Background: an optimization exercise with open tools, aiming at small area, a short achievable clock period and few clock cycles per item. Do not read the settings as production practice.
No functional check of the RTL was part of any run shown here.
No activity file was given, so power comes from the tool's default toggle rates.

## flow/design.v (module list and top-level ports; edited modules follow where they fit)
// module rcg_legrom: 2153 lines
// module ranging_code_gen: 185 lines
module ranging_code_gen (
    input  wire        clk,
    input  wire        rst,
    input  wire        cmd_valid,
    output wire        cmd_ready,
    input  wire [1:0]  cmd_mode,    
    input  wire [13:0] cmd_arg,     
    input  wire [13:0] cmd_p,       
    input  wire [13:0] cmd_len,     
    output reg         chip_valid,
    output reg         chip
);
  // ...
==> flow/flow/run.sh <==
#!/bin/bash
# The standard layout (standard.sh), with the port buffers that global placement
# inserts on every input and output made plain buffers (buf_2) instead of the
# default delay-buffer cell.
set -euo pipefail
export BUFFER_PORTS_ARGS="-buffer_cell sky130_fd_sc_hd__buf_2"
bash standard.sh > standard.log 2>&1
==> flow/standard.sh <==
#!/bin/bash
# synth_recipe.tcl (not shown) runs the flow's synth.tcl, then flattens the netlist and writes it again
# the make line also repeats each setting of config.mk as NAME=value (left out here)
make -C /OpenROAD-flow-scripts/flow DESIGN_CONFIG=/design/flow/config.mk WORK_HOME=/design/flow/orfs CLKGATE_MAP_FILE= SYNTH_SCRIPT=/design/flow/synth_recipe.tcl "${@:-finish}"
==> flow/config.mk <==
export PLATFORM = sky130hd
export DESIGN_NAME = ranging_code_gen
export DESIGN_NICKNAME = ranging_code_gen
export VERILOG_FILES = /design/flow/design.v
export SDC_FILE = /design/flow/constraint.sdc
export NUM_CORES = 4
export LEC_CHECK = 0
export ABC_AREA = 1
export CAP_MARGIN = 20
export CELL_PAD_IN_SITES_DETAIL_PLACEMENT = 1
export CELL_PAD_IN_SITES_GLOBAL_PLACEMENT = 1
export CORE_MARGIN = 2
export CORE_UTILIZATION = 35
export PLACE_DENSITY = 0.45
export SETUP_SLACK_MARGIN = 4.8
export SLEW_MARGIN = 20
==> flow/constraint.sdc <==
create_clock -name core_clock -period 8.0 [get_ports {clk}]
set_input_delay 1.6000 -clock core_clock [delete_from_list [all_inputs] [get_ports {clk}]]
set_output_delay 1.6000 -clock core_clock [all_outputs]
set_load 0.01 [all_outputs]
==> impl_metrics.env, run 1 <==
export IMPL_run_status="timing/DRC/antenna clean"
export IMPL_grt_pass1_vias=12300
export IMPL_numCtsBuffers=9
export IMPL_drt_met1_wl_microns=23800
export IMPL_antenna_found_initial=1
export IMPL_ys_types=56
export IMPL_clkCellAreaFrac_pct=2.83
export IMPL_regArea_sq_um=2190
export IMPL_fin_nets=1798
export IMPL_worstPathMaxFanout=19
export IMPL_crit_end="rom_r"
export IMPL_comb_power_mw=4.50
export IMPL_dpl_cell_area_sq_um=10500
export IMPL_tightest_slew_ns=0.984
export IMPL_die_h_microns=173
export IMPL_worst_slack_ns=4.79
export IMPL_cp_top_family="simple AND/OR/NAND/NOR gates"
export IMPL_reg2reg_from="l_idx[0]"
export IMPL_worstPathArrival_ns=3.43
export IMPL_rsz0062_at_grt="yes"
export IMPL_diodes=2
export IMPL_route_detailed_drc=0
export IMPL_drv_cap=0
export IMPL_synth_edf_count=26
export IMPL_syn_nets=1762
export IMPL_cts_tree="yes"
export IMPL_yosysWarningCount=1
export IMPL_synth_top_family_by_area="simple AND/OR/NAND/NOR gates"
==> inputs of run 2 (changes only) <==
--- a/flow/config.mk
+++ b/flow/config.mk
@@ -14,3 +14,3 @@
 export PLACE_DENSITY = 0.45
-export SETUP_SLACK_MARGIN = 4.8
+export SETUP_SLACK_MARGIN = 5
 export SLEW_MARGIN = 20
==> run 2 against run 1 <==
Net effect: area after synthesis unchanged; sequential share of layout area fell by 0.34 points; synthesized cell count unchanged; critical path type unchanged; largest power group unchanged.
==> impl_metrics.env, run 2 <==
export IMPL_num_rows=61
export IMPL_finalPower_mw=5.81
export IMPL_path_class="reg2reg"
export IMPL_numCtsBuffers=9
export IMPL_die_h_microns=173
export IMPL_drv_cap=0
export IMPL_worst_slack_ns=4.98
export IMPL_synth_seq_cells=96
export IMPL_antenna_found_initial=1
export IMPL_track_usage_pct=35.7
export IMPL_drive_above_1_share_pct=15.1
export IMPL_reg2reg_from="l_idx[3]"
export IMPL_totalWireLength_microns=54600
export IMPL_synth_seq_area_share_pct=21.8
export IMPL_htree_levels=3
export IMPL_io_pins=50
export IMPL_die_area_sq_um=30000
export IMPL_final_common_cell="nand2_1"
export IMPL_setup_viol=0
export IMPL_clkTransAtPathRegs_ns=0.08
export IMPL_worstPathArrival_ns=3.24
export IMPL_route_detailed_drc=0
export IMPL_syn2layout_area_growth_pct=16.5
export IMPL_vias_per_cell=6.09
export IMPL_tns_ns=0
export IMPL_yosys_area_top_type="nand2_1"
export IMPL_grt_start_max_net_pins=64
export IMPL_synthMostInstantiatedCell="nand2_1"
export IMPL_hold_buffers=0
export IMPL_synth_area_leaders="nand2_1 18%, dfxtp_1 14%, nand3_1 11%, edfxtp_1 7.8%, ha_1 5.9%"
export IMPL_dp_hpwl_microns=39900
export IMPL_place_ws_ns=3.83
export IMPL_netlist_area_leader_share_pct=17.8
export IMPL_crit_path_start_kind="register"
export IMPL_placed_cells=2030
export IMPL_ant_nets=0
export IMPL_vias=12700
export IMPL_crit_required_ns=8.23
export IMPL_wl_per_cell_microns=26.2
export IMPL_first_pass_iters=6
export IMPL_instances_no_fill=2086
export IMPL_cts_tree="yes"
export IMPL_ir_worst_vdd_v=0.000211
export IMPL_portBuffers=49
export IMPL_finClkSkew_ns=0.0204
export IMPL_yosysWarningCount=1
export IMPL_final_cell_mix="450 x nand2_1, 218 x nand3_1, 146 x inv_1, 140 x nor2_1, 109 x o21ai_0"
export IMPL_clk_path_buf_depth=2
export IMPL_overflow=0
export IMPL_async_flop_share_pct=0
export IMPL_clkLatencyLatePin_ns=0.36
export IMPL_slew_headroom_pct=35.5
export IMPL_grt_pass1_wl_microns=80900
export IMPL_syn_nets=1762
export IMPL_rsz0062_at_grt="yes"
export IMPL_grt_pass1_vias=12400
export IMPL_dominantRegCellSynth="dfxtp_1"
export IMPL_synth_edf_count=26
export IMPL_max_freq_mhz=332
export IMPL_ys_types=56
export IMPL_leakage_nw=5.45
export IMPL_worstPathMaxFanout=49
export IMPL_cts_root_buf="clkbuf_16"
export IMPL_netlist_instances=1664
export IMPL_end_kind="register"
export IMPL_fin_nets=1799
export IMPL_tightest_slew_ns=0.967
export IMPL_initial_utilization_pct=35.8
export IMPL_die_w_microns=173
export IMPL_min_from="fz"
export IMPL_min_period_over_period_pct=37.7
export IMPL_clock_sinks=96
export IMPL_startpoint="l_idx[3]"
export IMPL_run_status="timing/DRC/antenna clean"
export IMPL_drv_slew=0
export IMPL_largestRegisters="x x15, y x15, rem x14"
export IMPL_hold_viol=0
export IMPL_syn_cell_area_sq_um=10000
export IMPL_p_per_area_nw_per_um2=498
export IMPL_syn_avg_cell_area_sq_um=6.01
export IMPL_hp_class="reg2reg"
export IMPL_drt_iter0_markers=1594
export IMPL_ys_top_cells_by_count="474 x nand2_1, 227 x nand3_1, 156 x inv_1, 155 x nor2_1, 113 x o21ai_0"
export IMPL_period_minus_slack_ns=3.02
export IMPL_coreArea_sq_um=27900
export IMPL_place_congestion=1.02
run 2: changes by cell type in the layout (fill, tap and decap cells not counted), moves of 3 or more:
cell,change
buf_4,-3
ha_2,+4
ha_1,-4
a21oi_2,+3
nand2_1,-11
nor2_4,+5
a21oi_1,-3
nor2_1,-4
nand2_2,+9
run 2: per-stage QoR:
step	utilization, %	hold WS, ns	cell area [sq um]
floorplan	-	0.310	10000
global placement	37.4	0.311	10500
detailed placement	37.4	0.317	10500
CTS	40.5	0.326	11300
global route	41.7	0.350	11700
finish	41.8	0.324	11700
run 2: layer usage:
metal	GRT usage, %	vias up	wire, microns
met2	49.3	789	21500
met4	16.6	0	2980
li1	-	5606	-
met3	9.89	198	6570
met5	0	-	0
met1	50.9	6114	23600
run 2: path summary, 6_finish.rpt:
kind	endpoint	slack (ns)	cells after the start
setup / recovery	rom_r	4.98	15
hold / removal	fz_r	0.32	0
setup reg to reg	rom_r	4.98	15
hold reg to reg	fz_r	0.32	0
run 2: kinds of logic (layout without fill, tap and decap cells):
| kind of cell | count (synthesis) | in the layout | synth area share (%) |
|---|---|---|---|
| AO/OA/AOI/OAI | 307 | 307 | 17.7 |
| buffers and inverters | 239 | 279 | 10.0 |
| adder cells (fa/ha/maj) | 51 | 51 | 6.68 |
| flip-flops | 96 | 96 | 21.8 |
| XOR/XNOR | 55 | 55 | 4.81 |
| AND/OR/NAND/NOR | 916 | 918 | 39.0 |
| other | 0 | 2 | 0 |
run 2: timing repair:
item                       4_1_cts  5_1_grt
setup buffers                   20       16
resized for setup               88       64
setup endpoints to repair       31       29
gates cloned                     2        0
hold endpoints to repair         0        0
pin swaps                        7       12
run 2: final cells by class:
class                           instances  area (sq um)
Clock inverter                          5          80.1
Fill cell                            3777         16300
Sequential cell                        96          2190
Tap cell                              378           473
Clock buffer                           11           244
Timing Repair Buffer                  100           753
Inverter                              163           659
Antenna cell                            2          5.00
Multi-Input combinational cell       1331          7260
run 2: report_power, final:
part | leakage, nW | internal, mW | switching [mW]
sequential | 0.849 | 0.596 | 0.144
clock | 0.155 | 0.284 | 0.212
combinational | 4.45 | 1.27 | 3.30
total | 5.45 | 2.15 | 3.66
run 2: worst max-delay path: stages, from the launching register on:
cell and delay (ns):
dfxtp_2 0.45, buf_12 0.31, ha_2 0.34, inv_1 0.09
nor2_2 0.28, nand2_1 0.13, a21oi_1 0.20, nand2_1 0.09
nand3_1 0.12, nand3_1 0.19, nand3_1 0.18, nand3_1 0.10
nand3_1 0.11, nand2_1 0.06, nand2_1 0.06, nand2_1 0.09

-- afterwards: timing with drivers on the ports --
No port has a modelled driver above. Below, the same layouts with a new extraction and two added sets of constraints. Step 1 sets driving cells, clkbuf_16 on the clock port and buf_2 on the other inputs (assumed; they add their load-dependent delay and slew). Step 2 also shifts input and output timing later by t, the mid clock arrival at the registers, as if the neighbouring blocks saw the same clock. Slacks: ideal / step 1 / step 2; pairs: ideal / step 1.
| run | shift t [ns] | setup WS [ns] | worst setup path after step 2 | slew at the worst register clock pin (ns) | worst data-port slew with drivers (ns) |
|---|---|---|---|---|---|
| run 1 | 0.402 | 4.792 / 4.792 / 4.607 | input to register | 0.08 / 0.08 | 0.07 |
| run 2 | 0.401 | 4.985 / 4.985 / 4.755 | input to register | 0.08 / 0.08 | 0.07 |
After both steps setup and hold are still met in every run listed. For run 2, which loses most, drivers alone change the setup slack by 0.000 ns; drivers and shift together by -0.230 ns.
